Context: an optimization exercise on an open-source flow, tuned for small area. The choices shown serve that exercise and are no tape-out recipe.
Only simulation tests tie the RTL to the original design; equivalence was not proved.
Power figures rest on the tool's default switching activity, not on a simulated workload.

==> design.v <==
module idxfp (
    input             clk,
    input             rst,             
    input             reset_capable,   
    input             poll,
    input      [31:0] now,
    output            busy,
    input             rx_avail,
    input       [7:0] rx_data,
    output            rx_pop,
    output            rdr_rst_n,
    output            ev_read,
    output            ev_remove,
    output     [39:0] ev_tag,
    input             cfg_req,
    input             cfg_we,
    input       [1:0] cfg_addr,
    input      [31:0] cfg_wdata,
    output     [31:0] cfg_rdata
);
    localparam [31:0] WAIT_RESET = 32'd1000;
    localparam E_CHK = 0;
    localparam E_FRM = 1;
    localparam E_HEX = 2;
    localparam E_OVF = 3;
    reg         busy_q;      
    reg  [5:0]  cnt;         
    reg         seen;        
    reg  [31:0] now_q;       
    reg         cy;          
    reg  [7:0]  fb [0:5];
    reg  [3:0]  hold;
    reg  [3:0]  ncnt;
    reg         fd_err;
    reg         in_frame;
    reg         await;       
    reg  [32:0] deadline;
    reg  [39:0] last_tag;    
    reg  [31:0] wait_n;      
    reg  [1:0]  ev_en;
    reg  [3:0]  errstat;
    reg  [1:0]  raddr;       
    wire       is_stx  = (rx_data == 8'h02);
    wire       is_etx  = (rx_data == 8'h03);
    wire       is_pad  = (rx_data == 8'h0D) || (rx_data == 8'h0A);
    wire       is_hexd = (rx_data[7:4] == 4'h3) && (rx_data[3:0] <= 4'h9);
    wire       is_hexl = (rx_data[7:4] == 4'h4) && (rx_data[3:0] != 4'h0) &&
                         (rx_data[3:0] <= 4'h6);
    wire       is_hex  = is_hexd || is_hexl;
    wire       is_inv  = !(is_stx || is_etx || is_pad || is_hex);
    wire [3:0] nib     = is_hexd ? rx_data[3:0] : (rx_data[3:0] + 4'd9);
    wire [7:0] fb_xor  = fb[0] ^ fb[1] ^ fb[2] ^ fb[3] ^ fb[4];
    wire       chk_ok  = (fb_xor == fb[5]);
    wire       drain   = busy_q && (cnt[5:4] == 2'b00);
    wire       last    = cnt[5] && cnt[4];             
    wire       psm     = last && cnt[0];               
    wire       serial  = busy_q && (cnt[5] || cnt[4]) && !psm;
    wire       pop     = drain && rx_avail;
    wire       upd     = seen && reset_capable;        
    wire       a_bit   = (now_q[0] ^ cnt[0]) && !last;
    wire       b_bit   = upd ? (!wait_n[0] && !last) : !deadline[0];
    wire       c_in    = (cnt == 6'd16) ? !upd : cy;
    wire       s_bit   = a_bit ^ b_bit ^ c_in;
    wire       c_out   = (a_bit & b_bit) | (a_bit & c_in) | (b_bit & c_in);
    wire       ge      = cy;                           
    assign busy      = busy_q;
    assign rx_pop    = pop;
    assign ev_tag    = last_tag;
    assign ev_read   = psm && seen && ev_en[0] && !(reset_capable && await);
    assign ev_remove = psm && !seen && await && ge && ev_en[1];
    assign rdr_rst_n = !(psm && upd);
    assign cfg_rdata = (raddr == 2'd0) ? ~wait_n :
                       (raddr == 2'd1) ? {30'd0, ev_en} :
                       (raddr == 2'd2) ? {28'd0, errstat} : 32'd0;
    wire       fb_wr   = pop && is_hex && !fd_err && (ncnt != 4'd12) && ncnt[0];
    wire [7:0] fb_d    = rst ? 8'd0 : {hold, nib};
    integer i;
    always @(posedge clk)
        for (i = 0; i < 6; i = i + 1)
            if (rst || (fb_wr && ncnt[3:1] == i))
                fb[i] <= fb_d;
    always @(posedge clk) begin
        raddr <= cfg_addr;
        now_q <= poll ? {now[15:0], now[31:16]} : ~{now_q[0], now_q[31:1]};
        cnt   <= busy_q ? cnt + 6'd1 : 6'd0;
        if (serial) begin
            cy       <= c_out;
            deadline <= {upd ? s_bit : deadline[0], deadline[32:1]};
            if (!last)
                wait_n <= {wait_n[0], wait_n[31:1]};
        end
        if (rst) begin
            busy_q      <= 1'b0;
            fd_err      <= 1'b1;
            in_frame    <= 1'b0;
            await       <= 1'b0;
            wait_n      <= ~WAIT_RESET;
            ev_en       <= 2'd0;
            errstat     <= 4'd0;
        end else if (!busy_q) begin
            if (poll) begin
                seen   <= 1'b0;
                busy_q <= 1'b1;
            end else if (cfg_req && cfg_we) begin
                case (cfg_addr)
                2'd0: wait_n  <= ~cfg_wdata;
                2'd1: ev_en   <= cfg_wdata[1:0];
                2'd2: errstat <= errstat & ~cfg_wdata[3:0];
                default: ;
                endcase
            end
        end else if (pop) begin
            if (is_stx) begin
                if (in_frame)
                    errstat[E_FRM] <= 1'b1;
                ncnt     <= 4'd0;
                fd_err   <= 1'b0;
                in_frame <= 1'b1;
            end else if (is_etx) begin
                if (!fd_err) begin
                    if (chk_ok) begin
                        seen     <= 1'b1;
                        last_tag <= {fb[0], fb[1], fb[2], fb[3], fb[4]};
                    end else if (in_frame) begin
                        errstat[E_CHK] <= 1'b1;
                    end
                end
                in_frame <= 1'b0;
            end else if (is_hex) begin
                if (!fd_err) begin
                    if (ncnt == 4'd12) begin
                        fd_err <= 1'b1;
                        if (in_frame)
                            errstat[E_OVF] <= 1'b1;
                    end else if (!ncnt[0]) begin
                        hold <= nib;
                        ncnt <= ncnt + 4'd1;
                    end else begin
                        ncnt <= ncnt + 4'd1;
                    end
                end
            end else if (is_inv) begin
                if (!fd_err) begin
                    fd_err <= 1'b1;
                    if (in_frame)
                        errstat[E_HEX] <= 1'b1;
                end
            end
        end else if (psm) begin
            busy_q <= 1'b0;
            await  <= seen ? reset_capable : (await && !ge);
        end
    end
endmodule
==> flow/run.sh <==
#!/bin/bash
set -e
export BUFFER_PORTS_ARGS="-buffer_cell sky130_fd_sc_hd__buf_1"
export CTS_ARGS="-sink_clustering_enable -repair_clock_nets -dont_use_dummy_load -buf_list sky130_fd_sc_hd__clkbuf_16 -sink_clustering_size 32 -sink_clustering_max_diameter 80"
bash standard.sh > standard.log 2>&1
==> standard.sh <==
#!/bin/bash
# synth_recipe.tcl (not shown) runs the flow's synth.tcl, then flattens the netlist and writes it again
# the make line also repeats each setting of config.mk as NAME=value (left out here)
make -C /OpenROAD-flow-scripts/flow DESIGN_CONFIG=/design/flow/config.mk WORK_HOME=/design/flow/orfs CLKGATE_MAP_FILE= SYNTH_SCRIPT=/design/flow/synth_recipe.tcl "${@:-finish}"
==> config.mk <==
export PLATFORM = sky130hd
export DESIGN_NAME = idxfp
export DESIGN_NICKNAME = idxfp
export VERILOG_FILES = /design/flow/design.v
export SDC_FILE = /design/flow/constraint.sdc
export NUM_CORES = 4
export LEC_CHECK = 0
export CAP_MARGIN = 20
export CORE_MARGIN = 2
export CORE_UTILIZATION = 40
export SLEW_MARGIN = 20
==> constraint.sdc <==
create_clock -name core_clock -period 8.0 [get_ports {clk}]
set_input_delay 1.6000 -clock core_clock [delete_from_list [all_inputs] [get_ports {clk}]]
set_output_delay 1.6000 -clock core_clock [all_outputs]
set_load 0.01 [all_outputs]
==> flow_summary.json, run 1 <==
{
  "wirelength_um": 16310,
  "met2_length_um": 7357,
  "max_stage_delay_ns": 0.40,
  "rsz0062_at_grt": "false",
  "holdWs_ns": 0.3987,
  "clk_latency_ns": 0.48,
  "finalHoldViolCount": 0,
  "rows": 53,
  "wl_met1_um": 7640,
  "cts_tree": "built",
  "netlist_area_um2": 8414,
  "synth_edf_count": 131,
  "worstReg2RegStart": "fb[2][3]",
  "die_y_um": 149.0,
  "grt_overflow": 0,
  "multi_input_area_um2": 2705,
  "route.met3.wl_um": 1128,
  "synth_cell_type_count": 50,
  "via_count": 5324,
  "grt_pass1_vias": 4968,
  "synth_commonest_cells": "131 x edfxtp_1, 117 x nand2_1, 82 x dfxtp_1",
  "grt_max_degree": 68,
  "pwr-share-clk_pct": 29.3,
  "cts.sinks": 213,
  "period_share_pct": 50.07,
  "p_seq_share_pct": 63.7,
  "cp_data_required_time_ns": 6.40,
  "endpoint_kind": "primary output",
  "slew_headroom_pct": 31.92,
  "min_to": "now_q[30]",
  "dpl.hpwl_um": 11210,
  "internal_power_uw": 1512,
  "cts_setup_buffers": 0,
  "synth_fp_nets": 776,
  "highest_layer": "met4",
  "crit_type": "primary input to primary output",
  "synth_most_common_cell": "edfxtp_1",
  "ir_drop_v": 0.0001017,
  "fillers": 1936,
  "drt-initial-drc-count": 293,
  "async_reset_ff_share_pct": 0,
  "synth_seq_cells": 213,
  "finalMaxSlewViolations": 0,
  "setup_viol": 0,
  "cpMaxStageDelayCell": "and4bb_2",
  "fin_crit_ns": 4.006,
  "clk_pin_slew_ns": 0.11,
  "crit_fanout": 8,
  "cts-htree-levels": 1,
  "post_cts_resized": 0,
  "rr_worst_depth": 6,
  "drive_gt1_share_pct": 7.729,
  "drc_errors": 0,
  "first_pass_iters": 4,
  "core_area_um2": 20820,
  "arrival_ns": 2.41,
  "yosys.area.top_type_share_pct": 46.75,
  "clock-root-buffer": "clkbuf_16",
  "yosys-top-cells-area": "edfxtp_1 47%, dfxtp_1 20%, nand2_1 5.2%, mux2_2 3.9%, o21ai_0 3.9%",
  "fmax_ghz": 0.2496,
  "switching_share_pct": 21.07,
  "hp-class": "register to register",
  "viasPerCell": 4.827,
  "leakage_uw": 0.003141,
  "syn_area_per_cell_um2": 12.28,
  "die_w_um": 149.0,
  "path_cells": "buf_1 > and4bb_2 > buf_1",
  "fin_worst_skew_ns": 0.06898,
  "n_antenna_cell": 0,
  "cts_buffers": 11,
  "grtUsageTotal_pct": 14.82,
  "fin_tns_setup_ns": 0,
  "wl_per_cell_um": 14.79,
  "netSwitchingPower_uw": 403.5,
  "r2r_setup_slack_ns": 4.95,
  "placed_cell_area_um2": 9298,
  "io_pins": 158,
  "final_cell_area_um2": 9598,
  "min_from": "now_q[31]",
  "nNetsFinal": 921,
  "gp_congestion": 0.7869,
  "rr_endpoint": "last_tag[30]",
  "status": "finished clean",
  "postRouteAntennaNets": 0,
  "maxCapViolCount": 0,
  "synth-main-ff-cell": "edfxtp_1",
  "ff_latch_area_um2": 5575,
  "path_common_cell": "buf_1",
  "start_util_pct": 40.41,
  "final_util_pct": 46.09,
  "grt_first_pass_wirelength_um": 26250,
  "startpoint_type": "primary input",
  "die_area_um2": 22210,
  "syn_to_final_growth_pct": 14.07,
  "yosysSeqAreaShare_pct": 66.26,
  "pwr_density_cell_nw_per_um2": 199.6,
  "hold_depth": 1,
  "antenna_found_initial": 0,
  "worstMarginPinSlew_ns": 1.010,
  "io_buffers": 157,
  "clock_path_buffers": 3,
  "cts_hold_buffers": 0,
  "yosysWarnings": 2,
  "syn_inst": 685,
  "synth_largest_area_cell": "edfxtp_1",
  "p_comb_share_pct": 7.0
}
## state kept, by name, indices dropped and copies added (netlist names)
signal	cells
wait_n	32
deadline	33
in_frame	1
cy	1
errstat	4
ncnt	4
now_q	32
await	1
seen	1
last_tag	40
raddr	2
fb	48
busy_q	1
fd_err	1
cnt	6
hold	4
ev_en	2
## routing by layer
| layer | track usage [%] | up-vias |
|---|---|---|
| li1 | - | 2686 |
| met1 | 20.44 | 2486 |
| met2 | 23.89 | 137 |
| met3 | 3.914 | 15 |
| met4 | 2.810 | 0 |
| met5 | 0 | - |
## metrics by stage
step	total power (uW)	setup WS, ns	instances
3_3_place_gp	1378	3.612	1090
5_1_grt	1994	3.794	1103
3_5_place_dp	1380	3.554	1090
6_report	1915	3.994	1103
2_1_floorplan	1330	2.987	685
4_1_cts	1936	4.011	1101
## critical path, delay by kind of cell
| kind | cells | cell delay [ns] |
|---|---|---|
| AND/OR/NAND/NOR | 1 | 0.40 |
| buffers and inverters | 2 | 0.41 |
## power by group through the flow
stage | Combinational [uW] | Sequential (uW) | Clock (uW)
2_1_floorplan | 92.6 | 1240 | 0
6_report | 133 | 1220 | 562
3_3_place_gp | 132 | 1250 | 0
5_1_grt | 149 | 1230 | 619
4_1_cts | 135 | 1220 | 580
3_5_place_dp | 134 | 1250 | 0
## cell type report
class	instances	share of cell area (%)
Clock buffer	11	2.868
Inverter	10	0.3911
Multi-Input combinational cell	429	28.18
Sequential cell	213	58.09
Tap cell	275	3.585
Timing Repair Buffer	165	6.883
## logic make-up after synthesis
family	count (synthesis)	synth area share, %
simple gates	238	12.61
flops	213	66.26
compound gates	109	7.911
xor+xnor	43	5.784
buf+inv	43	1.978
mux	29	3.881
fa+ha+maj	10	1.576
## placed cells by master, fill, tap and decap left out, types with 2 or more instances in the layout
| cell type | Yosys | final |
|---|---|---|
| inv_1 | 10 | 10 |
| nand2_1 | 117 | 117 |
| nor2b_1 | 7 | 7 |
| or3_1 | 3 | 3 |
| nand3_1 | 12 | 12 |
| o21ai_0 | 65 | 65 |
| xnor3_1 | 8 | 8 |
| and3_1 | 8 | 8 |
| nand2b_1 | 5 | 5 |
| nor3_1 | 7 | 5 |
| o41ai_2 | 0 | 2 |
| buf_1 | 1 | 156 |
| nor2_1 | 56 | 55 |
| nand4b_1 | 2 | 2 |
| xor2_1 | 6 | 6 |
| buf_4 | 0 | 6 |
| or2_2 | 2 | 2 |
| mux2_2 | 29 | 29 |
| a21oi_1 | 14 | 14 |
| xnor2_1 | 29 | 29 |
| and2_1 | 6 | 6 |
| dfxtp_1 | 82 | 82 |
| a31o_2 | 3 | 3 |
| a211oi_1 | 8 | 8 |
| clkbuf_16 | 0 | 11 |
| o21a_1 | 2 | 2 |
| nor3_2 | 0 | 2 |
| a21o_1 | 3 | 3 |
| nor4_1 | 5 | 5 |
| ha_1 | 9 | 9 |
| edfxtp_1 | 131 | 131 |
## worst max path at each step
stage	to	start	cells after the start
CTS	rx_pop	rx_avail	3
floorplan	last_tag[0]	rx_data[5]	6
finish	rx_pop	rx_avail	3
global placement	last_tag[31]	rx_data[5]	6
detailed placement	fb[3][7]	rx_data[0]	7
global route	fb[3][1]	rx_data[0]	7
==> inputs of run 2 (changes only) <==
==> run.sh (new file) <==
#!/bin/bash
# synth_recipe.tcl (not shown) runs the flow's synth.tcl, then flattens the netlist and writes it again
# the make line also repeats each setting of config.mk as NAME=value (left out here)
make -C /OpenROAD-flow-scripts/flow DESIGN_CONFIG=/design/flow/config.mk WORK_HOME=/design/flow/orfs CLKGATE_MAP_FILE= SYNTH_SCRIPT=/design/flow/synth_recipe.tcl finish
removed: flow/run.sh
removed: standard.sh
==> run 2 against run 1 <==
Fmax down 14%. Clock skew down 0.059 ns. Register-to-register slack worse by 0.13 ns. Critical path type unchanged. Utilization up 6.8 points. Cell area up 15%. Synthesized cell count unchanged. First-iteration DRC count down 14%. Hold slack better by 0.0057 ns. Global-route usage up 1.0 points. Synthesized area unchanged. Largest power group unchanged.
==> flow_summary.json, run 2 <==
{
  "status": "finished clean",
  "rows": 53,
  "first_pass_iters": 4,
  "pwr_density_cell_nw_per_um2": 216.4,
  "syn_inst": 685,
  "p_total_uw": 2381,
  "slew_headroom_pct": 30.73,
  "viasPerCell": 4.873,
  "clk_pin_slew_ns": 0.06,
  "final_util_pct": 52.85,
  "grt_max_degree": 68,
  "wl_met1_um": 7585,
  "io_buffers": 157,
  "arrival_ns": 3.07,
  "regMostFlops": "fb",
  "largest_reg_flops": 48,
  "finalMaxSlewViolations": 0,
  "synth_edf_count": 131,
  "layout_common_cells": "156 x clkdlybuf4s50_1, 131 x edfxtp_1, 117 x nand2_1",
  "crit_fanout": 8,
  "worstMarginPinSlew_ns": 1.028,
  "highest_layer": "met4",
  "synth_largest_area_cell": "edfxtp_1",
  "netlist_area_um2": 8414,
  "grt_first_pass_wirelength_um": 28150,
  "n_antenna_cell": 0,
  "fin_tns_setup_ns": 0,
  "via_count": 5507,
  "fmax_ghz": 0.2139,
  "cp_num_buf_inv": 2,
  "start_util_pct": 40.41,
  "setup_viol": 0,
  "worst_slack_ns": 3.326,
  "dpl.hpwl_um": 12330,
  "synth_cell_type_count": 50,
  "grt_pass1_vias": 5481,
  "postRouteAntennaNets": 0,
  "yosys-top-cells-area": "edfxtp_1 47%, dfxtp_1 20%, nand2_1 5.2%, mux2_2 3.9%, o21ai_0 3.9%",
  "hp-class": "register to register",
  "placed_cell_area_um2": 10270,
  "route.met3.wl_um": 1509,
  "syn_to_final_growth_pct": 30.80,
  "fillers": 1783,
  "maxCapViolCount": 0,
  "antenna_found_initial": 0,
  "fin_worst_skew_ns": 0.009686,
  "mostFrequentLayoutCell": "clkdlybuf4s50_1",
  "synth_seq_cells": 213,
  "finalHoldViolCount": 0,
  "die_w_um": 149.0,
  "yosysWarnings": 2,
  "fin_crit_ns": 4.674,
  "synth_most_common_cell": "edfxtp_1",
  "period_share_pct": 58.43,
  "ir_drop_v": 0.0001357,
  "met2_length_um": 8047,
  "cts-htree-levels": 1,
  "multi_input_area_um2": 2705,
  "clock_path_buffers": 3,
  "yosys.area.top_type_share_pct": 46.75,
  "async_reset_ff_share_pct": 0,
  "wl_per_cell_um": 15.65,
  "clk_latency_ns": 0.50,
  "crit_type": "primary input to primary output",
  "wirelength_um": 17680,
  "drt-initial-drc-count": 251,
  "nNetsFinal": 930,
  "cts.sinks": 213,
  "io_pins": 158,
  "cts_tree": "built",
  "synth-main-ff-cell": "edfxtp_1",
  "die_y_um": 149.0,
  "synth_commonest_cells": "131 x edfxtp_1, 117 x nand2_1, 82 x dfxtp_1",
  "cpMaxStageDelayCell": "clkdlybuf4s50_1",
  "startpoint_type": "primary input",
  "synth_fp_nets": 776,
  "cp_data_required_time_ns": 6.40,
  "post_cts_resized": 0,
  "drive_gt1_share_pct": 9.708,
  "ff_latch_area_um2": 5575,
  "top_regs": "fb x48, last_tag x40, deadline x33",
  "final_cell_area_um2": 11010,
  "rsz0062_at_grt": "false",
  "max_stage_delay_ns": 0.64,
  "cts_hold_buffers": 0,
  "grtUsageTotal_pct": 15.84,
  "place_ws_ns": 3.079,
  "leakage_uw": 0.003758,
  "die_area_um2": 22210,
  "path_cells": "clkdlybuf4s50_1 > and4bb_2 > clkdlybuf4s50_1",
  "syn_area_per_cell_um2": 12.28,
  "drc_errors": 0,
  "critPathTopFamily": "buffers and inverters",
  "clock-root-buffer": "clkbuf_16",
  "core_area_um2": 20820,
  "endpoint_kind": "primary output",
  "cts_buffers": 22,
  "grt_overflow": 0,
  "path_common_cell": "clkdlybuf4s50_1",
  "yosysSeqAreaShare_pct": 66.26,
  "cts_setup_buffers": 0,
  "gp_congestion": 0.7931
}
[run 2: kinds of logic after synthesis]
group,count (synthesis),share of synthesized area [%]
xor gates and xnor gates,43,5.784
buffers and inverters,43,1.978
AOI/OAI and AO/OA,109,7.911
and+or+nand+nor,238,12.61
muxes,29,3.881
adders and majority gates,10,1.576
DFF,213,66.26
[run 2: layout make-up]
cell class / instances / share of cell area, %
flip-flops and latches: 213 / 50.66
inverters: 10 / 0.3411
clock buffers: 35 / 6.060
repair buffers: 163 / 14.76
well taps: 275 / 3.126
multi-input cells: 429 / 24.58
clock inverters: 5 / 0.4775
[run 2: per-stage QoR]
| step | std cells | hold slack [ns] |
|---|---|---|
| 2_1_floorplan | 685 | 0.3882 |
| 3_3_place_gp | 1089 | 0.3913 |
| 3_5_place_dp | 1089 | 0.3991 |
| 4_1_cts | 1129 | 0.4065 |
| 5_1_grt | 1130 | 0.4203 |
| 6_report | 1130 | 0.4044 |
[run 2: worst paths after layout]
check / from / to / slack [ns] / depth (start not counted)
hold / removal: now_q[20] / now_q[19] / 0.40 / 1
setup / recovery: rx_avail / rx_pop / 3.33 / 3
hold reg to reg: now_q[20] / now_q[19] / 0.40 / 1
setup reg to reg: fb[2][6] / last_tag[17] / 4.82 / 6
[run 2: where the power goes]
part           leakage, uW  internal [uW]  total (uW)  switching, uW
combinational      0.00150           92.1         161           69.2
clock             0.000351            604         997            393
sequential         0.00190           1200        1220           21.6
[run 2: layer usage]
layer	track usage [%]	vias up
met2	25.18	187
met3	5.229	40
met5	0	-
met1	20.27	2558
li1	-	2722
met4	5.857	0
[run 2: worst reg2reg max path, stage by stage, from the launching register on]
cell and delay [ns]:
edfxtp_1 0.44, xnor2_1 0.19, xnor3_1 0.42, nor4_1 0.88
nand4_1 0.30, nor2_4 0.39, buf_12 0.25
==> inputs of run 3 (changes only) <==
--- a/design.v
+++ b/design.v
@@ -37,5 +37,6 @@
     reg  [32:0] deadline;
     reg  [39:0] last_tag;    
-    reg  [31:0] wait_n;      
+    reg  [31:0] wait_r;      
+    reg         wdflt;       
     reg  [1:0]  ev_en;
     reg  [3:0]  errstat;
@@ -54,10 +55,12 @@
     wire       drain   = busy_q && (cnt[5:4] == 2'b00);
     wire       last    = cnt[5] && cnt[4];             
-    wire       psm     = last && cnt[0];               
+    wire       psm     = busy_q && last && cnt[0];     
     wire       serial  = busy_q && (cnt[5] || cnt[4]) && !psm;
     wire       pop     = drain && rx_avail;
     wire       upd     = seen && reset_capable;        
     wire       a_bit   = (now_q[0] ^ cnt[0]) && !last;
-    wire       b_bit   = upd ? (!wait_n[0] && !last) : !deadline[0];
+    wire [4:0] k       = {cnt[5], cnt[3:0]};          
+    wire       w_bit   = wdflt ? WAIT_RESET[k] : wait_r[k];
+    wire       b_bit   = upd ? (w_bit && !last) : !deadline[0];
     wire       c_in    = (cnt == 6'd16) ? !upd : cy;
     wire       s_bit   = a_bit ^ b_bit ^ c_in;
@@ -70,5 +73,5 @@
     assign ev_remove = psm && !seen && await && ge && ev_en[1];
     assign rdr_rst_n = !(psm && upd);
-    assign cfg_rdata = (raddr == 2'd0) ? ~wait_n :
+    assign cfg_rdata = (raddr == 2'd0) ? (wdflt ? WAIT_RESET : wait_r) :
                        (raddr == 2'd1) ? {30'd0, ev_en} :
                        (raddr == 2'd2) ? {28'd0, errstat} : 32'd0;
@@ -84,10 +87,7 @@
         now_q <= poll ? {now[15:0], now[31:16]} : ~{now_q[0], now_q[31:1]};
         cnt   <= busy_q ? cnt + 6'd1 : 6'd0;
-        if (serial) begin
-            cy       <= c_out;
+        cy    <= c_out;
+        if (serial)
             deadline <= {upd ? s_bit : deadline[0], deadline[32:1]};
-            if (!last)
-                wait_n <= {wait_n[0], wait_n[31:1]};
-        end
         if (rst) begin
             busy_q      <= 1'b0;
@@ -95,5 +95,5 @@
             in_frame    <= 1'b0;
             await       <= 1'b0;
-            wait_n      <= ~WAIT_RESET;
+            wdflt       <= 1'b1;
             ev_en       <= 2'd0;
             errstat     <= 4'd0;
@@ -104,5 +104,8 @@
             end else if (cfg_req && cfg_we) begin
                 case (cfg_addr)
-                2'd0: wait_n  <= ~cfg_wdata;
+                2'd0: begin
+                    wait_r <= cfg_wdata;
+                    wdflt  <= 1'b0;
+                end
                 2'd1: ev_en   <= cfg_wdata[1:0];
                 2'd2: errstat <= errstat & ~cfg_wdata[3:0];
==> flow/run.sh (new file) <==
#!/bin/bash
set -e
export BUFFER_PORTS_ARGS="-buffer_cell sky130_fd_sc_hd__buf_1"
export CTS_ARGS="-sink_clustering_enable -repair_clock_nets -dont_use_dummy_load -buf_list sky130_fd_sc_hd__clkbuf_8 -sink_clustering_size 16 -sink_clustering_max_diameter 60"
bash standard.sh > standard.log 2>&1
==> standard.sh (new file) <==
#!/bin/bash
# synth_recipe.tcl (not shown) runs the flow's synth.tcl, then flattens the netlist and writes it again
# the make line also repeats each setting of config.mk as NAME=value (left out here)
make -C /OpenROAD-flow-scripts/flow DESIGN_CONFIG=/design/flow/config.mk WORK_HOME=/design/flow/orfs CLKGATE_MAP_FILE= SYNTH_SCRIPT=/design/flow/synth_recipe.tcl "${@:-finish}"
removed: run.sh
==> run 3 against run 2 <==
Cell count is 11% lower. Utilization shrank 6.2 points. Global-route usage shrank 0.65 points. Clock skew up 0.015 ns. Fmax is 19% higher. Total power fell by 20%. Still clean on timing, DRC and antenna. Critical path depth grew 1.
==> flow_summary.json, run 3 <==
{
  "fillers": 1845,
  "synth-compound-area-share_pct": 7.481,
  "clk_pin_slew_ns": 0.10,
  "die_area_um2": 22080,
  "layout_common_cells": "162 x edfxtp_1, 156 x buf_1, 52 x dfxtp_1",
  "cp_data_required_time_ns": 6.40,
  "holdWs_ns": 0.4114,
  "gp_congestion": 0.8193,
  "fin_worst_skew_ns": 0.02437,
  "leakage_uw": 0.003178,
  "syn_area_per_cell_um2": 14.34,
  "setup_viol": 0,
  "die_w_um": 148.6,
  "grt_pass1_vias": 5026,
  "period_share_pct": 49.15,
  "startpoint_type": "primary input",
  "rr_endpoint": "last_tag[27]",
  "status": "finished clean",
  "arrival_ns": 2.33,
  "grt_overflow": 0,
  "hold_depth": 1,
  "regMostFlops": "fb",
  "antenna_found_initial": 0,
  "clock-root-buffer": "clkbuf_8",
  "fin_tns_setup_ns": 0,
  "via_count": 4970,
  "cts_setup_buffers": 0,
  "synth_fa_ha_area_share_pct": 1.586,
  "first_pass_iters": 5,
  "syn_to_final_growth_pct": 13.69,
  "start_util_pct": 41.07,
  "clock_path_buffers": 3,
  "synth_xor_area_share_pct": 5.551,
  "post_cts_resized": 0,
  "synth_largest_area_cell": "edfxtp_1",
  "clk_latency_ns": 0.50,
  "multi_input_area_um2": 2335,
  "postRouteAntennaNets": 0,
  "cts_tree": "built",
  "drive_gt1_share_pct": 6.098,
  "finalMaxSlewViolations": 0,
  "rows": 52,
  "yosysWarnings": 2,
  "worstMarginPinSlew_ns": 0.9799,
  "stdcell_count": 1009,
  "fin_crit_ns": 3.932,
  "syn_inst": 583,
  "nNetsFinal": 831,
  "min_to": "now_q[13]",
  "wl_per_cell_um": 16.54,
  "pwr_density_cell_nw_per_um2": 199.7,
  "finalHoldViolCount": 0,
  "place_inst": 990,
  "largest_reg_flops": 48,
  "netlist_area_um2": 8363,
  "wirelength_um": 16690,
  "startpoint": "reset_capable",
  "yosys.area.top_type_share_pct": 58.17,
  "cts_hold_buffers": 0,
  "synthSimpleGateAreaFrac_pct": 10.59,
  "synth_fp_nets": 674,
  "rr_worst_depth": 7,
  "io_pins": 158,
  "crit_type": "primary input to primary output",
  "cts-htree-levels": 1,
  "synth_top_family_by_area": "simple AND/OR/NAND/NOR gates",
  "drc_errors": 0,
  "endpoint_kind": "primary output",
  "p_total_uw": 1899,
  "min_from": "now_q[14]",
  "cts_buffers": 17,
  "yosysSeqAreaShare_pct": 70.62,
  "mostFrequentLayoutCell": "edfxtp_1",
  "grt_first_pass_wirelength_um": 26470,
  "io_buffers": 157,
  "viasPerCell": 4.926,
  "synth_cell_type_count": 61,
  "dpl.hpwl_um": 11950,
  "die_y_um": 148.6,
  "rsz0062_at_grt": "false",
  "ff_latch_area_um2": 5906,
  "grt_max_degree": 66,
  "yosys-top-cells-area": "edfxtp_1 58%, dfxtp_1 12%, xnor2_1 2.5%, o21ai_0 2.3%, nand2_1 2.2%",
  "worstReg2RegStart": "fb[1][1]",
  "r2r_setup_slack_ns": 4.94,
  "crit_fanout": 4,
  "synth_most_common_cell": "edfxtp_1",
  "synth-main-ff-cell": "edfxtp_1",
  "fmax_ghz": 0.2543,
  "maxCapViolCount": 0,
  "slew_headroom_pct": 34.68,
  "hp-class": "register to register",
  "synth_edf_count": 162,
  "top_regs": "fb x48, last_tag x40, deadline x33",
  "ir_drop_v": 0.0001244,
  "grtUsageTotal_pct": 15.19,
  "synthMuxAreaShare_pct": 2.409,
  "synth_seq_cells": 214,
  "cts.sinks": 214,
  "drt-initial-drc-count": 302,
  "synth_commonest_cells": "162 x edfxtp_1, 52 x dfxtp_1, 50 x nand2_1",
  "async_reset_ff_share_pct": 0,
  "core_area_um2": 20360
}
-- run 3: metrics by stage --
| stage | worst slack (ns) | utilization [%] | area, um2 |
|---|---|---|---|
| after global placement | 3.883 | 45.43 | 9251 |
| after global routing | 3.874 | 46.68 | 9505 |
| final | 4.068 | 46.69 | 9508 |
| after detailed placement | 3.717 | 45.43 | 9251 |
| after floorplan | 2.464 | - | 8363 |
| after CTS | 4.041 | 46.58 | 9485 |
-- run 3: how the worst max path moves through the flow --
stage	endpoint	slack (ns)	depth (start not counted)
floorplan	wait_r[0]	2.46	2
global placement	fb[3][2]	3.88	9
detailed placement	fb[3][2]	3.72	9
CTS	cfg_rdata[21]	4.04	3
global route	cfg_rdata[23]	3.87	3
finish	rdr_rst_n	4.07	4
-- run 3: layer usage --
layer  global-route usage [%]  part of all wire (%)
met5                        0                     0
met3                    4.080                   7.5
met2                    24.21                    45
met4                    4.095                   2.4
met1                    20.72                    45
-- run 3: power by group --
| part | switching, uW | internal, uW | leakage [uW] |
|---|---|---|---|
| logic | 70.7 | 69.7 | 0.00112 |
| registers | 23.9 | 1230 | 0.00193 |
| clock network | 312 | 192 | 0.000122 |
| total | 407 | 1490 | 0.00318 |
-- run 3: layout make-up --
type	instances	area share (%)
Antenna cell	1	0.02632
Clock buffer	17	2.461
Inverter	12	0.4737
Multi-Input combinational cell	332	24.56
Sequential cell	214	62.11
Tap cell	270	3.553
Timing Repair Buffer	163	6.817
-- run 3: worst max-delay path, stage by stage --
cell	delay, ns
buf_1	0.13
nand2_1	0.13
or2_2	0.33
buf_1	0.14
-- run 3: cell families (layout without fill, tap and decap cells) --
group,Yosys count,after routing
compound gates,95,95
xor+xnor,42,42
fa+ha+maj,10,10
buf+inv,37,192
flops,214,214
mux,16,16
other cells,0,1
simple gates,169,169
==> inputs of run 4 (changes only) <==
==> flow/run.sh (replaced) <==
#!/bin/bash
# The standard layout (standard.sh), with three changes:
#  - synthesis is ORFS's, run by standard.sh, except that ABC maps the logic
#    between the registers with an area-oriented script (flow/area.abc, put in
#    place of abc_speed.script in a copy of ORFS's scripts); the registers
#    come out as in the standard synthesis;
#  - port buffers use the smallest buffer (buf_1);
#  - the clock tree uses clkbuf_8 sink buffers over clusters of at most 16
#    flip-flops, and no dummy loads.
set -euo pipefail
export BUFFER_PORTS_ARGS="-buffer_cell sky130_fd_sc_hd__buf_1"
export CTS_ARGS="-sink_clustering_enable -repair_clock_nets -dont_use_dummy_load -buf_list sky130_fd_sc_hd__clkbuf_8 -sink_clustering_size 16 -sink_clustering_max_diameter 60"
rm -rf scripts_area
cp -r "$FLOW_HOME/scripts" scripts_area
cp flow/area.abc scripts_area/abc_speed.script
SCRIPTS_DIR=$PWD/scripts_area bash standard.sh synth > synth.log 2>&1
bash standard.sh finish > standard.log 2>&1
==> flow/area.abc (new file) <==
&get -n
&st
&deepsyn -T 60
&nf -a -R 1000
&put
==> run 4 against run 3 <==
First-iteration DRC count decreased by 16%. Still clean on timing, DRC and antenna. Critical path depth unchanged. Largest cell class unchanged. Clock skew up 0.054 ns. Cell area decreased by 1.8%. Largest power group unchanged. Via count down 3.2%. Clock power up 3%. Synthesized area is 3.0% lower. Fmax hardly changed.
==> flow_summary.json, run 4 <==
{
  "ir_drop_v": 0.0001608,
  "cp_data_required_time_ns": 6.40,
  "cts_hold_buffers": 0,
  "rows": 52,
  "slew_headroom_pct": 39.68,
  "core_area_um2": 20040,
  "fmax_ghz": 0.2544,
  "drt-initial-drc-count": 255,
  "die_area_um2": 21440,
  "viasPerCell": 4.768,
  "antenna_found_initial": 0,
  "n_antenna_cell": 0,
  "wirelength_um": 15850,
  "die_w_um": 146.4,
  "r2r_setup_slack_ns": 4.82,
  "synth_commonest_cells": "162 x edfxtp_1, 52 x dfxtp_1, 47 x nor2_1",
  "cts_setup_buffers": 0,
  "mostFrequentLayoutCell": "edfxtp_1",
  "netSwitchingPower_uw": 408.2,
  "gp_congestion": 0.8606,
  "fillers": 1872,
  "hp-class": "register to register",
  "fin_worst_skew_ns": 0.07882,
  "status": "finished clean",
  "clk_latency_ns": 0.51,
  "synth_most_common_cell": "edfxtp_1",
  "rsz0062_at_grt": "false",
  "synth-main-ff-cell": "edfxtp_1",
  "start_util_pct": 40.48,
  "clock-root-buffer": "clkbuf_8",
  "fin_crit_ns": 3.930,
  "io_pins": 158,
  "pwr_density_cell_nw_per_um2": 203.7,
  "endpoint_kind": "primary output",
  "drc_errors": 0,
  "grt_max_degree": 42,
  "async_reset_ff_share_pct": 0,
  "p_comb_share_pct": 6.8,
  "io_buffers": 157,
  "syn_area_per_cell_um2": 14.49,
  "startpoint": "raddr[1]",
  "grt_pass1_vias": 4971,
  "nNetsFinal": 832,
  "p_seq_share_pct": 66.0,
  "cts_buffers": 18,
  "startpoint_type": "register",
  "wl_per_cell_um": 15.71,
  "rr_endpoint": "deadline[32]",
  "arrival_ns": 2.33,
  "rr_worst_depth": 9,
  "crit_type": "register to primary output",
  "yosysSeqAreaShare_pct": 72.79,
  "worstReg2RegStart": "cnt[0]",
  "clk_pin_slew_ns": 0.10,
  "yosys-top-cells-area": "edfxtp_1 60%, dfxtp_1 13%, mux2i_1 3.8%, xnor2_1 2.9%, nor2_1 2.2%",
  "largest_reg_flops": 48,
  "holdWs_ns": 0.3624,
  "crit_end": "cfg_rdata[2]",
  "synth_largest_area_cell": "edfxtp_1",
  "fin_tns_setup_ns": 0,
  "grt_first_pass_wirelength_um": 25460,
  "synth_fp_nets": 651,
  "die_y_um": 146.4,
  "top_regs": "fb x48, last_tag x40, deadline x33",
  "switching_share_pct": 21.47,
  "setup_viol": 0,
  "pwr-share-clk_pct": 27.2,
  "grtUsageTotal_pct": 14.73,
  "cts.sinks": 214,
  "netlist_area_um2": 8113,
  "crit_fanout": 25,
  "post_cts_resized": 0,
  "dpl.hpwl_um": 11390,
  "postRouteAntennaNets": 0,
  "layout_common_cells": "162 x edfxtp_1, 156 x buf_1, 52 x dfxtp_1",
  "syn_inst": 560,
  "internal_power_uw": 1493,
  "first_pass_iters": 5,
  "finalMaxSlewViolations": 0,
  "via_count": 4811,
  "clock_path_buffers": 3,
  "grt_overflow": 0,
  "yosys.area.top_type_share_pct": 59.96,
  "maxCapViolCount": 0,
  "cts_tree": "built",
  "synth_seq_cells": 214,
  "synth_edf_count": 162,
  "finalHoldViolCount": 0,
  "yosysWarnings": 2,
  "regMostFlops": "fb",
  "leakage_uw": 0.003091,
  "period_share_pct": 49.13,
  "syn_to_final_growth_pct": 15.07,
  "worstMarginPinSlew_ns": 0.9049,
  "drive_gt1_share_pct": 3.654,
  "synth_cell_type_count": 43,
  "cts-htree-levels": 1
}
-- run 4: cell types whose count changed after synthesis, moves of 5 or more --
cell | previous run | this run
a21oi_1 | 15 | 10
inv_1 | 12 | 0
nand2_1 | 50 | 31
a222oi_1 | 0 | 7
xor2_1 | 11 | 18
nor2_1 | 29 | 47
clkbuf_1 | 19 | 0
and2_0 | 0 | 25
and2_1 | 29 | 0
o21ai_0 | 39 | 11
mux2i_1 | 10 | 31
clkinv_1 | 0 | 46
xnor3_1 | 7 | 0
-- run 4: power groups by stage --
stage / combinational, uW / clock [uW] / sequential [uW]
2_1_floorplan: 84.1 / 0 / 1270
3_3_place_gp: 127 / 0 / 1280
3_5_place_dp: 131 / 0 / 1280
4_1_cts: 132 / 544 / 1250
5_1_grt: 145 / 578 / 1260
6_report: 130 / 518 / 1250
-- run 4: kinds of logic (layout without fill, tap and decap cells) --
family | Yosys count | after routing | share of synthesized area, %
adder cells (fa/ha/maj) | 10 | 10 | 1.635
multiplexers | 34 | 34 | 4.241
AND/OR/NAND/NOR | 156 | 156 | 9.577
flip-flops | 214 | 214 | 72.79
AO/OA/AOI/OAI | 55 | 55 | 4.766
buffers and inverters | 46 | 225 | 2.128
XOR/XNOR | 45 | 45 | 4.858
-- run 4: worst min path at each step --
stage	from	to	slack, ns	depth (start not counted)
2_1_floorplan	now_q[1]	now_q[0]	0.39	1
3_3_place_gp	now_q[15]	now_q[14]	0.39	1
3_5_place_dp	now_q[2]	now_q[1]	0.39	1
4_1_cts	deadline[26]	deadline[25]	0.36	0
5_1_grt	deadline[26]	deadline[25]	0.37	0
6_report	deadline[26]	deadline[25]	0.36	0
-- run 4: worst max-delay path, stage by stage (launching register included) --
cell and delay [ns]:
dfxtp_1 0.33, or2_0 0.37, nor2_2 0.70, a22o_1 0.26, buf_1 0.19
-- run 4: area by class of cell --
cell class | count | area [um2] | area share [%]
repair buffers | 161 | 620.6 | 6.648
inverters | 46 | 172.7 | 1.850
multi-input cells | 300 | 2051 | 21.97
well taps | 270 | 337.8 | 3.619
flip-flops and latches | 214 | 5906 | 63.26
clock buffers | 18 | 247.7 | 2.654
-- run 4: layer usage --
metal	wire, um	vias to the layer above	global-route usage, %
met5	0	-	0
met4	318	0	3.544
met1	6959	2267	19.18
li1	-	2364	-
met3	1102	28	4.000
met2	7467	152	24.72
-- run 4: metrics by stage --
step           cell area, um2  worst slack [ns]  utilization, %  power, uW  instances
2_1_floorplan            8113             2.506               -       1355        560
3_3_place_gp             9085             3.860           45.34       1406        991
3_5_place_dp             9087             3.647           45.35       1411        991
4_1_cts                  9335             4.057           46.58       1931       1009
5_1_grt                  9335             3.848           46.58       1982       1009
6_report                 9335             4.070           46.58       1901       1009
==> inputs of run 5 (changes only) <==
==> flow/area.abc (replaced) <==
&get -n
&st
&syn2
&dch -f
&nf -a -R 1000
&st
&syn2
&dch -f
&nf -a -R 1000
&put
strash
dch -f
amap
strash
dch -f
amap
topo
==> run 5 against run 4 <==
Still clean on timing, DRC and antenna. Non-clock buffer count up 4. Global-route usage up 0.20 points. Wire length up 0.34%. Hold slack better by 0.028 ns. Via count up 6.8%. Combinational power down 18%. Flip-flop and latch count unchanged. Synthesized area down 1.4%. Cell area down 0.96%. Clock power up 1%. Cell count up 6.5%. Fmax down 7.4%. Critical path type is now primary input to register. Largest power group unchanged.
==> flow_summary.json, run 5 <==
{
  "status": "finished clean",
  "leakage_uw": 0.002975,
  "layout_common_cells": "162 x edfxtp_1, 156 x buf_1, 92 x nor2_1",
  "maxCapViolCount": 0,
  "worstMarginPinSlew_ns": 1.002,
  "viasPerCell": 4.780,
  "yosys.area.top_type_share_pct": 60.79,
  "synth_most_common_cell": "edfxtp_1",
  "synth_fa_ha_area_share_pct": 1.657,
  "postRouteAntennaNets": 0,
  "die_area_um2": 21150,
  "fin_tns_setup_ns": 0,
  "arrival_ns": 4.47,
  "crit_fanout": 5,
  "largest_reg_flops": 48,
  "mostFrequentLayoutCell": "edfxtp_1",
  "cts_buffers": 18,
  "drive_gt1_share_pct": 3.704,
  "clk_pin_slew_ns": 0.09,
  "die_w_um": 145.4,
  "post_cts_resized": 0,
  "wl_per_cell_um": 14.79,
  "pwr_density_cell_nw_per_um2": 204.0,
  "synth_edf_count": 162,
  "p_total_uw": 1886,
  "async_reset_ff_share_pct": 0,
  "top_regs": "fb x48, last_tag x40, deadline x33",
  "synthSimpleGateAreaFrac_pct": 11.84,
  "cts_tree": "built",
  "drt-initial-drc-count": 259,
  "holdWs_ns": 0.3906,
  "fmax_ghz": 0.2357,
  "clk_latency_ns": 0.51,
  "synth_seq_cells": 214,
  "nNetsFinal": 903,
  "grt_max_degree": 67,
  "io_buffers": 157,
  "rsz0062_at_grt": "false",
  "syn_to_final_growth_pct": 15.53,
  "synth_cell_type_count": 35,
  "synth-compound-area-share_pct": 10.87,
  "gp_congestion": 0.8203,
  "yosys-top-cells-area": "edfxtp_1 61%, dfxtp_1 13%, nor2_1 4.3%, a21oi_1 3.4%, o21ai_0 3.4%",
  "setup_viol": 0,
  "grt_overflow": 0,
  "syn_area_per_cell_um2": 12.76,
  "netlist_area_um2": 8003,
  "synth_fp_nets": 718,
  "hp-class": "register to register",
  "die_y_um": 145.4,
  "yosysSeqAreaShare_pct": 73.80,
  "finalMaxSlewViolations": 0,
  "final_cell_area_um2": 9245,
  "ff_latch_area_um2": 5906,
  "first_pass_iters": 5,
  "period_share_pct": 53.04,
  "synth_top_family_by_area": "simple AND/OR/NAND/NOR gates",
  "start_util_pct": 40.98,
  "fillers": 1876,
  "yosysWarnings": 2,
  "regMostFlops": "fb",
  "antenna_found_initial": 0,
  "ir_drop_v": 0.0001417,
  "clock_path_buffers": 3,
  "synth-main-ff-cell": "edfxtp_1",
  "wirelength_um": 15900,
  "grt_first_pass_wirelength_um": 25640,
  "drc_errors": 0,
  "synth_commonest_cells": "162 x edfxtp_1, 92 x nor2_1, 55 x a21oi_1",
  "cts_setup_buffers": 0,
  "grtUsageTotal_pct": 14.92,
  "grt_pass1_vias": 4872,
  "dpl.hpwl_um": 11260,
  "io_pins": 158,
  "cts.sinks": 214,
  "fin_worst_skew_ns": 0.03962,
  "endpoint_kind": "register",
  "finalHoldViolCount": 0,
  "rows": 51,
  "slew_headroom_pct": 32.51,
  "multi_input_area_um2": 1973,
  "cts-htree-levels": 1,
  "synth_largest_area_cell": "edfxtp_1",
  "synth_xor_area_share_pct": 0.1094,
  "syn_inst": 627,
  "synthMuxAreaShare_pct": 0,
  "clock-root-buffer": "clkbuf_8",
  "cts_hold_buffers": 0,
  "fin_crit_ns": 4.244,
  "cp_data_required_time_ns": 8.23,
  "startpoint_type": "primary input",
  "via_count": 5138,
  "n_antenna_cell": 0,
  "crit_type": "primary input to register",
  "core_area_um2": 19530,
  "placed_cell_area_um2": 8997
}
[run 5: final cells by class]
cell class | instances | share of cell area, %
inverter | 37 | 1.502
sequential | 214 | 63.88
clock buffer | 18 | 2.680
multi-input combinational | 376 | 21.34
tap | 265 | 3.586
timing repair buffer | 165 | 7.010
[run 5: kinds of logic after synthesis]
| group | after synthesis |
|---|---|
| buf+inv | 37 |
| fa+ha+maj | 10 |
| compound gates | 152 |
| flops | 214 |
| simple gates | 213 |
| xor+xnor | 1 |
[run 5: power breakdown]
| part | switching [uW] | internal, uW |
|---|---|---|
| registers | 25.3 | 1230 |
| logic | 66.2 | 41.1 |
| clock network | 322 | 203 |
[run 5: through the flow]
stage	setup WS, ns	utilization, %	cells
after floorplan	2.310	-	627
after global placement	3.159	46.01	1055
after detailed placement	3.034	46.08	1057
after CTS	3.544	47.35	1075
after global routing	3.513	47.35	1075
final	3.756	47.35	1075
[run 5: final timing paths]
check             slack (ns)  cells past startpoint           end       start
setup / recovery        3.76                     10      fb[0][7]  rx_data[0]
hold / removal          0.39                      1      now_q[4]    now_q[5]
setup reg to reg        4.65                      9  deadline[32]      cnt[1]
hold reg to reg         0.39                      1      now_q[4]    now_q[5]
[run 5: critical path, cell delays in order]
cell	delay, ns
buf_1	0.20
clkinv_1	0.18
ha_1	0.23
a211oi_1	0.26
a41oi_1	0.19
nand2b_1	0.21
or3_1	0.34
or3_1	0.38
o21ai_0	0.58
buf_2	0.29
[run 5: routing by layer]
layer  global-route usage [%]  part of all wire [%]
met1                    20.39                    46
met5                        0                     0
met3                    3.950                   7.3
met4                    3.529                   1.8
met2                    24.03                    45
==> inputs of run 6 (changes only) <==
--- a/config.mk
+++ b/config.mk
@@ -8,4 +8,5 @@
 export CAP_MARGIN = 20
 export CORE_MARGIN = 2
-export CORE_UTILIZATION = 40
+export CORE_UTILIZATION = 65
+export PLACE_DENSITY = 0.8
 export SLEW_MARGIN = 20
==> run 6 against run 5 <==
Synthesized cell count did not move. Wire length shrank 3.3%. Fmax down 2.5%. Utilization is 28 points higher. Cell area is 1.9% lower. Synthesized area unchanged. First-iteration DRC count rose by 65%. Sequential share of layout area up 1.3 points. Register-to-register slack lost 0.08 ns. Critical endpoint is now fb[1][1]. Largest power group unchanged.
==> flow_summary.json, run 6 <==
{
  "nNetsFinal": 900,
  "fin_crit_ns": 4.352,
  "largest_reg_flops": 48,
  "die_w_um": 115.0,
  "status": "finished clean",
  "crit_fanout": 8,
  "max_stage_delay_ns": 0.77,
  "cts_hold_buffers": 0,
  "viasPerCell": 5.610,
  "core_area_um2": 12010,
  "min_from": "now_q[22]",
  "die_y_um": 115.0,
  "worst_slack_ns": 3.648,
  "final_cell_area_um2": 9066,
  "finalHoldViolCount": 0,
  "fin_tns_setup_ns": 0,
  "fillers": 806,
  "netlist_area_um2": 8003,
  "gp_congestion": 0.8518,
  "path_cells": "buf_1 > clkinv_1 > ha_1 > a211oi_1 > a41oi_1 > nand2b_1 > or3_1 > or3_1 > o21ai_0",
  "io_pins": 158,
  "cts_buffers": 17,
  "io_buffers": 157,
  "ir_drop_v": 0.0001479,
  "maxCapViolCount": 0,
  "worstReg2RegStart": "cnt[1]",
  "layout_common_cells": "162 x edfxtp_1, 156 x buf_1, 92 x nor2_1",
  "drc_errors": 0,
  "clk_latency_ns": 0.49,
  "synth_cell_type_count": 35,
  "yosys-top-cells-area": "edfxtp_1 61%, dfxtp_1 13%, nor2_1 4.3%, a21oi_1 3.4%, o21ai_0 3.4%",
  "async_reset_ff_share_pct": 0,
  "slew_headroom_pct": 33.78,
  "post_cts_resized": 0,
  "leakage_uw": 0.002957,
  "cts.sinks": 214,
  "grt_max_degree": 67,
  "cp_data_required_time_ns": 8.10,
  "postRouteAntennaNets": 0,
  "endpoint_kind": "register",
  "switching_share_pct": 21.39,
  "place_ws_ns": 3.119,
  "cts_tree": "built",
  "period_share_pct": 54.40,
  "wl_per_cell_um": 16.12,
  "min_to": "now_q[21]",
  "dpl.hpwl_um": 11000,
  "synth_commonest_cells": "162 x edfxtp_1, 92 x nor2_1, 55 x a21oi_1",
  "hold_depth": 1,
  "synthSimpleGateAreaFrac_pct": 11.84,
  "critPathTopFamily": "compound AO/OA/AOI/OAI gates",
  "synth_seq_cells": 214,
  "clock_path_buffers": 3,
  "syn_area_per_cell_um2": 12.76,
  "synth_fp_nets": 718,
  "grt_overflow": 0,
  "holdWs_ns": 0.4017,
  "rsz0062_at_grt": "false",
  "p_seq_share_pct": 67.6,
  "syn_inst": 627,
  "synth_fa_ha_area_share_pct": 1.657,
  "yosysSeqAreaShare_pct": 73.80,
  "synth_edf_count": 162,
  "rr_worst_depth": 9,
  "rows": 40,
  "cts_setup_buffers": 0,
  "synth_largest_area_cell": "edfxtp_1",
  "regMostFlops": "fb",
  "cpMaxStageDelayCell": "o21ai_0",
  "finalMaxSlewViolations": 0,
  "clock-root-buffer": "clkbuf_8",
  "hp-class": "register to register",
  "grt_pass1_vias": 5009,
  "synthMuxAreaShare_pct": 0,
  "startpoint_type": "primary input",
  "cp_num_buf_inv": 2,
  "drive_gt1_share_pct": 3.346,
  "cts-htree-levels": 1,
  "crit_type": "primary input to register",
  "synth_most_common_cell": "edfxtp_1",
  "antenna_found_initial": 0,
  "setup_viol": 0,
  "placed_cell_area_um2": 8822,
  "start_util_pct": 66.62,
  "fmax_ghz": 0.2298,
  "r2r_setup_slack_ns": 4.57,
  "synth_top_family_by_area": "simple AND/OR/NAND/NOR gates",
  "netSwitchingPower_uw": 397.7,
  "pwr_density_cell_nw_per_um2": 205.0,
  "mostFrequentLayoutCell": "edfxtp_1",
  "path_common_cell": "or3_1",
  "synth-main-ff-cell": "edfxtp_1",
  "first_pass_iters": 5,
  "drt-initial-drc-count": 427,
  "internal_power_uw": 1461,
  "clk_pin_slew_ns": 0.09,
  "yosys.area.top_type_share_pct": 60.79,
  "fin_worst_skew_ns": 0.02527,
  "synth_xor_area_share_pct": 0.1094,
  "worstMarginPinSlew_ns": 0.9829,
  "rr_endpoint": "deadline[32]",
  "synth-compound-area-share_pct": 10.87,
  "grtUsageTotal_pct": 23.29,
  "wirelength_um": 15380,
  "top_regs": "fb x48, last_tag x40, deadline x33",
  "n_antenna_cell": 0,
  "p_comb_share_pct": 5.8,
  "die_area_um2": 13220,
  "grt_first_pass_wirelength_um": 24020,
  "syn_to_final_growth_pct": 13.29,
  "final_util_pct": 75.48,
  "via_count": 5352,
  "yosysWarnings": 2,
  "pwr-share-clk_pct": 26.7,
  "arrival_ns": 4.46
}
[run 6: cell types whose count changed in the layout (fill, tap and decap cells not counted)]
cell / change
buf_2: +1
buf_4: -3
clkbuf_8: -1
[run 6: routing by layer]
metal	vias to the layer above	track usage (%)	wire length, um
met3	34	5.324	1189
met1	2447	30.45	6354
met5	-	0	0
li1	2634	-	-
met2	237	39.92	7549
met4	0	6.104	289
[run 6: worst reg2reg max path, cell delays in order, from the launching register on]
cell and delay [ns]:
dfxtp_1 0.71, clkinv_1 0.54, nor2_1 0.30, a21oi_1 0.10, or3_1 0.35, a21oi_1 0.15, o21ai_0 0.13, a32oi_1 0.28
fa_1 0.45, a22o_1 0.19
[run 6: metrics by stage]
stage | power, uW | instances
finish | 1859 | 954
global route | 1930 | 954
CTS | 1874 | 952
detailed placement | 1388 | 935
global placement | 1379 | 935
floorplan | 1334 | 627
[run 6: final cells by class]
class | instances | area (um2) | share of cell area [%]
Sequential cell | 214 | 5906 | 65.14
Multi-Input combinational cell | 376 | 1973 | 21.76
Timing Repair Buffer | 163 | 630.6 | 6.956
Clock buffer | 17 | 234.0 | 2.581
Tap cell | 147 | 183.9 | 2.029
Inverter | 37 | 138.9 | 1.532
[run 6: logic make-up (layout without fill, tap and decap cells)]
kind of cell    count (synthesis)  count (layout)
fa+ha+maj                      10              10
buf+inv                        37             217
flops                         214             214
simple gates                  213             213
xor+xnor                        1               1
compound gates                152             152
[run 6: worst max path at each step]
stage / startpoint / end / cells past startpoint
floorplan: rx_data[5] / last_tag[0] / 6
global placement: rx_data[0] / fb[3][4] / 9
detailed placement: rx_data[0] / fb[3][4] / 9
CTS: rx_data[0] / fb[3][4] / 9
global route: rx_data[0] / fb[1][6] / 9
finish: rx_data[1] / fb[1][1] / 9
[run 6: power by group through the flow]
stage	Sequential (uW)	Clock [uW]	Combinational, uW
3_3_place_gp	1280	0	99.8
5_1_grt	1260	548	122
4_1_cts	1260	511	107
2_1_floorplan	1270	0	64.9
3_5_place_dp	1280	0	106
6_report	1260	496	107
==> inputs of run 7 (changes only) <==
--- a/flow/run.sh
+++ b/flow/run.sh
@@ -10,5 +10,5 @@
 set -euo pipefail
 export BUFFER_PORTS_ARGS="-buffer_cell sky130_fd_sc_hd__buf_1"
-export CTS_ARGS="-sink_clustering_enable -repair_clock_nets -dont_use_dummy_load -buf_list sky130_fd_sc_hd__clkbuf_8 -sink_clustering_size 16 -sink_clustering_max_diameter 60"
+export CTS_ARGS="-sink_clustering_enable -repair_clock_nets -dont_use_dummy_load -buf_list sky130_fd_sc_hd__clkbuf_4 -sink_clustering_size 10 -sink_clustering_max_diameter 40"
 rm -rf scripts_area
 cp -r "$FLOW_HOME/scripts" scripts_area
==> run 7 against run 6 <==
Clock-buffer cell count is 10 higher. Synthesized area unchanged. Non-clock buffer count down 1. Clock power shrank 7.5%. Via count increased by 0.65%. Wire length about the same. Hold slack got worse by 0.035 ns. First-iteration DRC count is 4.4% lower. Combinational power hardly changed. Critical path type unchanged. Critical endpoint is now fb[1][6].
==> flow_summary.json, run 7 <==
{
  "status": "finished clean",
  "worstReg2RegStart": "cnt[1]",
  "regMostFlops": "fb",
  "grt_first_pass_wirelength_um": 24360,
  "drc_errors": 0,
  "post_cts_resized": 0,
  "viasPerCell": 5.594,
  "io_buffers": 157,
  "fin_tns_setup_ns": 0,
  "grt_overflow": 0,
  "cts-htree-levels": 1,
  "cts_tree": "built",
  "arrival_ns": 4.46,
  "postRouteAntennaNets": 0,
  "largest_reg_flops": 48,
  "top_regs": "fb x48, last_tag x40, deadline x33",
  "drt-initial-drc-count": 408,
  "slew_headroom_pct": 30.85,
  "crit_type": "primary input to register",
  "async_reset_ff_share_pct": 0,
  "clk_pin_slew_ns": 0.10,
  "synth_commonest_cells": "162 x edfxtp_1, 92 x nor2_1, 55 x a21oi_1",
  "maxCapViolCount": 0,
  "startpoint_type": "primary input",
  "cts_setup_buffers": 0,
  "synth_cell_type_count": 35,
  "clock_path_buffers": 3,
  "cp_data_required_time_ns": 8.20,
  "synth_most_common_cell": "edfxtp_1",
  "first_pass_iters": 5,
  "nNetsFinal": 909,
  "die_w_um": 115.0,
  "internal_power_uw": 1424,
  "p_comb_share_pct": 5.9,
  "pwr-share-clk_pct": 25.2,
  "syn_inst": 627,
  "pwr_density_cell_nw_per_um2": 201.8,
  "grt_max_degree": 67,
  "holdWs_ns": 0.3665,
  "die_area_um2": 13220,
  "n_antenna_cell": 0,
  "finalHoldViolCount": 0,
  "yosys-top-cells-area": "edfxtp_1 61%, dfxtp_1 13%, nor2_1 4.3%, a21oi_1 3.4%, o21ai_0 3.4%",
  "clock-root-buffer": "clkbuf_4",
  "core_area_um2": 12010,
  "finalMaxSlewViolations": 0,
  "netSwitchingPower_uw": 398.2,
  "fin_worst_skew_ns": 0.06313,
  "grtUsageTotal_pct": 23.49,
  "crit_fanout": 8,
  "rsz0062_at_grt": "false",
  "min_from": "now_q[15]",
  "rows": 40,
  "wl_per_cell_um": 15.99,
  "yosysSeqAreaShare_pct": 73.80,
  "die_y_um": 115.0,
  "mostFrequentLayoutCell": "edfxtp_1",
  "startpoint": "rx_data[1]",
  "layout_common_cells": "162 x edfxtp_1, 156 x buf_1, 92 x nor2_1",
  "fmax_ghz": 0.2350,
  "cts_buffers": 27,
  "synth-main-ff-cell": "edfxtp_1",
  "switching_share_pct": 21.85,
  "dpl.hpwl_um": 11000,
  "worstMarginPinSlew_ns": 1.026,
  "syn_area_per_cell_um2": 12.76,
  "endpoint_kind": "register",
  "start_util_pct": 66.62,
  "ir_drop_v": 0.0001268,
  "setup_viol": 0,
  "fin_crit_ns": 4.256,
  "yosysWarnings": 2,
  "p_seq_share_pct": 68.9,
  "hp-class": "register to register",
  "syn_to_final_growth_pct": 12.84,
  "synth_edf_count": 162,
  "wirelength_um": 15400,
  "synth_largest_area_cell": "edfxtp_1",
  "synth_seq_cells": 214,
  "grt_pass1_vias": 5136,
  "drive_gt1_share_pct": 4.412,
  "netlist_area_um2": 8003,
  "cts_hold_buffers": 0,
  "period_share_pct": 53.20,
  "antenna_found_initial": 0,
  "cts.sinks": 214,
  "via_count": 5387,
  "clk_latency_ns": 0.60,
  "io_pins": 158,
  "gp_congestion": 0.8518,
  "yosys.area.top_type_share_pct": 60.79,
  "synth_fp_nets": 718,
  "leakage_uw": 0.002955
}
==> run 7: critical path, cell delays in order <==
cell      delay [ns]
buf_1           0.22
clkinv_1        0.18
ha_1            0.21
a211oi_1        0.30
a41oi_1         0.20
nand2b_1        0.21
or3_1           0.35
or3_1           0.37
o21ai_0         0.81
==> run 7: layer usage <==
| metal | vias up | global-route usage, % | share of wire (%) |
|---|---|---|---|
| li1 | 2664 | - | - |
| met1 | 2459 | 31.03 | 41 |
| met2 | 238 | 39.69 | 49 |
| met3 | 26 | 5.535 | 8.0 |
| met4 | 0 | 6.426 | 1.7 |
| met5 | - | 0 | 0 |
==> run 7: power groups by stage <==
stage	registers (uW)	clock network (uW)	logic (uW)
2_1_floorplan	1270	0	64.9
3_3_place_gp	1280	0	99.8
3_5_place_dp	1280	0	106
4_1_cts	1260	474	107
5_1_grt	1260	518	121
6_report	1260	459	107
==> run 7: final cells by class <==
class	instances	area [um2]
Sequential cell	214	5906
Inverter	37	138.9
Multi-Input combinational cell	376	1973
Clock buffer	27	202.7
Fill cell	824	2982
Timing Repair Buffer	162	625.6
Tap cell	147	183.9
==> run 7: path summary, 6_finish.rpt <==
path,endpoint,slack [ns],cells after the start
hold / removal,now_q[14],0.37,1
setup reg to reg,deadline[32],4.59,9
hold reg to reg,now_q[14],0.37,1
setup / recovery,fb[1][6],3.74,9
==> run 7: cell families (layout without fill, tap and decap cells) <==
group	Yosys count	in the layout	synth area share [%]
AO/OA/AOI/OAI	152	152	10.87
flip-flops	214	214	73.80
buffers and inverters	37	226	1.735
XOR/XNOR	1	1	0.1095
adder cells (fa/ha/maj)	10	10	1.657
AND/OR/NAND/NOR	213	213	11.84
==> run 7: stage by stage <==
| step | instance area (um2) | power, uW | setup WS, ns | std cells | util (%) |
|---|---|---|---|---|---|
| after detailed placement | 8822 | 1388 | 3.119 | 935 | 73.45 |
| after CTS | 9025 | 1837 | 3.721 | 962 | 75.14 |
| after global placement | 8822 | 1379 | 3.321 | 935 | 73.45 |
| after floorplan | 8003 | 1334 | 2.310 | 627 | - |
| after global routing | 9030 | 1900 | 3.425 | 963 | 75.18 |
| final | 9030 | 1823 | 3.744 | 963 | 75.18 |
==> inputs of run 8 (changes only) <==
--- a/flow/run.sh
+++ b/flow/run.sh
@@ -10,5 +10,5 @@
 set -euo pipefail
 export BUFFER_PORTS_ARGS="-buffer_cell sky130_fd_sc_hd__buf_1"
-export CTS_ARGS="-sink_clustering_enable -repair_clock_nets -dont_use_dummy_load -buf_list sky130_fd_sc_hd__clkbuf_4 -sink_clustering_size 10 -sink_clustering_max_diameter 40"
+export CTS_ARGS="-sink_clustering_enable -repair_clock_nets -dont_use_dummy_load -buf_list sky130_fd_sc_hd__clkbuf_16 -root_buf sky130_fd_sc_hd__clkbuf_8 -sink_clustering_size 28 -sink_clustering_max_diameter 50"
 rm -rf scripts_area
 cp -r "$FLOW_HOME/scripts" scripts_area
==> run 8 against run 7 <==
Critical path type unchanged. Clock power grew 35%. Synthesized cell count unchanged. Critical endpoint is now fb[1][5]. Sequential share of layout area shrank 0.99 points. Largest power group unchanged. Flip-flop and latch count did not move. Still clean. Combinational power about the same. Largest cell class unchanged.
==> flow_summary.json, run 8 <==
{
  "startpoint_type": "primary input",
  "grtUsageTotal_pct": 23.96,
  "grt_max_degree": 67,
  "postRouteAntennaNets": 0,
  "yosysSeqAreaShare_pct": 73.80,
  "place_ws_ns": 3.119,
  "status": "finished clean",
  "synthMuxAreaShare_pct": 0,
  "n_antenna_cell": 0,
  "drt-initial-drc-count": 445,
  "synth_largest_area_cell": "edfxtp_1",
  "maxCapViolCount": 0,
  "finalMaxSlewViolations": 0,
  "period_share_pct": 54.03,
  "syn_area_per_cell_um2": 12.76,
  "rows": 40,
  "busiest_layer": "met2",
  "grt_overflow": 0,
  "worst_slack_ns": 3.678,
  "synth_fp_nets": 718,
  "p_comb_share_pct": 5.4,
  "rr_worst_depth": 9,
  "stdcell_count": 951,
  "cts_tree": "built",
  "mostFrequentLayoutCell": "edfxtp_1",
  "die_area_um2": 13220,
  "final_util_pct": 76.33,
  "synth_seq_cells": 214,
  "largest_reg_flops": 48,
  "antenna_found_initial": 0,
  "worstReg2RegStart": "cnt[1]",
  "synth_commonest_cells": "162 x edfxtp_1, 92 x nor2_1, 55 x a21oi_1",
  "clk_pin_slew_ns": 0.08,
  "via_count": 5333,
  "yosys.area.top_type_share_pct": 60.79,
  "startpoint": "rx_data[0]",
  "fillers": 780,
  "top_regs": "fb x48, last_tag x40, deadline x33",
  "leakage_uw": 0.003000,
  "grtUsageMet1_pct": 31.66,
  "slew_headroom_pct": 31.75,
  "switching_share_pct": 20.98,
  "fin_crit_ns": 4.322,
  "synth-main-ff-cell": "edfxtp_1",
  "grt_pass1_vias": 5089,
  "syn_to_final_growth_pct": 14.57,
  "min_to": "deadline[5]",
  "clk_latency_ns": 0.50,
  "grt_util_met3_pct": 5.061,
  "hp-class": "register to register",
  "netlist_area_um2": 8003,
  "rsz0062_at_grt": "false",
  "fin_worst_skew_ns": 0.03543,
  "synth_edf_count": 162,
  "yosys-top-cells-area": "edfxtp_1 61%, dfxtp_1 13%, nor2_1 4.3%, a21oi_1 3.4%, o21ai_0 3.4%",
  "io_buffers": 157,
  "io_pins": 158,
  "crit_type": "primary input to register",
  "drive_gt1_share_pct": 2.985,
  "regMostFlops": "fb",
  "holdWs_ns": 0.3944,
  "async_reset_ff_share_pct": 0,
  "drc_errors": 0,
  "wl_per_cell_um": 16.43,
  "netSwitchingPower_uw": 416.6,
  "cts_setup_buffers": 0,
  "pwr_density_cell_nw_per_um2": 216.5,
  "cts_hold_buffers": 0,
  "synth_fa_ha_area_share_pct": 1.657,
  "yosysWarnings": 2,
  "met2_usage_pct": 41.41,
  "synth_xor_area_share_pct": 0.1094,
  "internal_power_uw": 1569,
  "post_cts_resized": 0,
  "die_w_um": 115.0,
  "crit_fanout": 8,
  "start_util_pct": 66.62,
  "ir_drop_v": 0.0001767,
  "viasPerCell": 5.608,
  "cts_buffers": 15,
  "dpl.hpwl_um": 11000,
  "r2r_setup_slack_ns": 4.54,
  "grt_first_pass_wirelength_um": 24690,
  "gp_congestion": 0.8518,
  "place_inst": 935,
  "synth_top_family_by_area": "simple AND/OR/NAND/NOR gates",
  "core_area_um2": 12010,
  "synth_cell_type_count": 35,
  "fin_tns_setup_ns": 0,
  "finalHoldViolCount": 0,
  "nNetsFinal": 897,
  "endpoint_kind": "register",
  "synthSimpleGateAreaFrac_pct": 11.84,
  "min_from": "deadline[6]",
  "worstMarginPinSlew_ns": 1.013,
  "rr_endpoint": "deadline[32]",
  "cp_data_required_time_ns": 8.12,
  "pwr-share-clk_pct": 31.3,
  "clock_path_buffers": 3,
  "wirelength_um": 15630,
  "syn_inst": 627,
  "cts.sinks": 214,
  "synth_most_common_cell": "edfxtp_1",
  "clock-root-buffer": "clkbuf_8",
  "cts-htree-levels": 1,
  "fmax_ghz": 0.2314,
  "die_y_um": 115.0,
  "synth-compound-area-share_pct": 10.87,
  "arrival_ns": 4.44,
  "layout_common_cells": "162 x edfxtp_1, 156 x buf_1, 92 x nor2_1",
  "setup_viol": 0,
  "p_seq_share_pct": 63.3,
  "first_pass_iters": 5,
  "hold_depth": 0
}
run 8: cell counts after synthesis:
Identical to the previous run, type by type.
run 8: area by class of cell:
type,instances,area (um2),share of cell area [%]
clock buffer,15,341.6,3.725
inverter,37,138.9,1.515
multi-input combinational,376,1973,21.52
sequential,214,5906,64.41
tap,147,183.9,2.006
timing repair buffer,162,625.6,6.823
run 8: stage by stage:
stage / instance area (um2) / total power [uW]
final: 9169 / 1985
after global routing: 9169 / 2056
after CTS: 9164 / 1994
after detailed placement: 8822 / 1388
after global placement: 8822 / 1379
after floorplan: 8003 / 1334
run 8: cell families after synthesis:
kind of cell               count (synthesis)
AOI/OAI and AO/OA                        152
buffers and inverters                     37
DFF                                      214
and+or+nand+nor                          213
adders and majority gates                 10
xor gates and xnor gates                   1
run 8: worst max-delay path by stage:
stage	endpoint	slack (ns)	cells after the start
floorplan	last_tag[0]	2.31	6
global placement	fb[3][4]	3.32	9
finish	fb[1][5]	3.68	9
global route	fb[1][1]	3.43	9
detailed placement	fb[3][4]	3.12	9
CTS	fb[3][3]	3.63	9
run 8: layer usage:
layer  vias to the layer above  wire (um)
met5                         -          0
met2                       235       7730
met1                      2442       6522
met4                         0        246
li1                       2633          -
met3                        23       1129
run 8: worst max-delay path: stages:
cell and delay [ns]:
buf_1 0.19, clkinv_1 0.18, ha_1 0.23, a211oi_1 0.31
a41oi_1 0.21, nand2b_1 0.22, or3_1 0.35, or3_1 0.37
o21ai_0 0.79
run 8: power groups by stage:
stage	clock network (uW)	registers (uW)	logic, uW
final	621	1260	107
after global routing	673	1260	122
after CTS	629	1260	107
after detailed placement	0	1280	106
after global placement	0	1280	99.8
after floorplan	0	1270	64.9

==> re-timing with driven ports <==
The results above use ideal ports. As a check the final layouts listed here were re-extracted and re-timed, cells and wires unchanged.
Step 1, drivers: a clkbuf_16 drives clk and a buf_2 each remaining input, both assumed.
Step 2, shift: input delay + t, output delay - t, t = (earliest + latest rising clock arrival at the registers) / 2. This alone moves slack from input paths to output paths.
Slacks: ideal ports / drivers / drivers and shift; pairs: ideal ports / drivers.
| run | t, ns | setup WS [ns] |
|---|---|---|
| run 1 | 0.494 | 3.994 / 3.971 / 3.579 |
| run 2 | 0.537 | 3.326 / 3.273 / 3.081 |
| run 3 | 0.524 | 4.068 / 4.032 / 3.707 |
| run 4 | 0.514 | 4.070 / 4.030 / 3.693 |
| run 5 | 0.532 | 3.756 / 3.746 / 3.240 |
| run 6 | 0.515 | 3.648 / 3.662 / 3.147 |
| run 7 | 0.599 | 3.744 / 3.729 / 3.158 |
| run 8 | 0.524 | 3.678 / 3.693 / 3.169 |
After both steps every run listed still meets setup and hold.
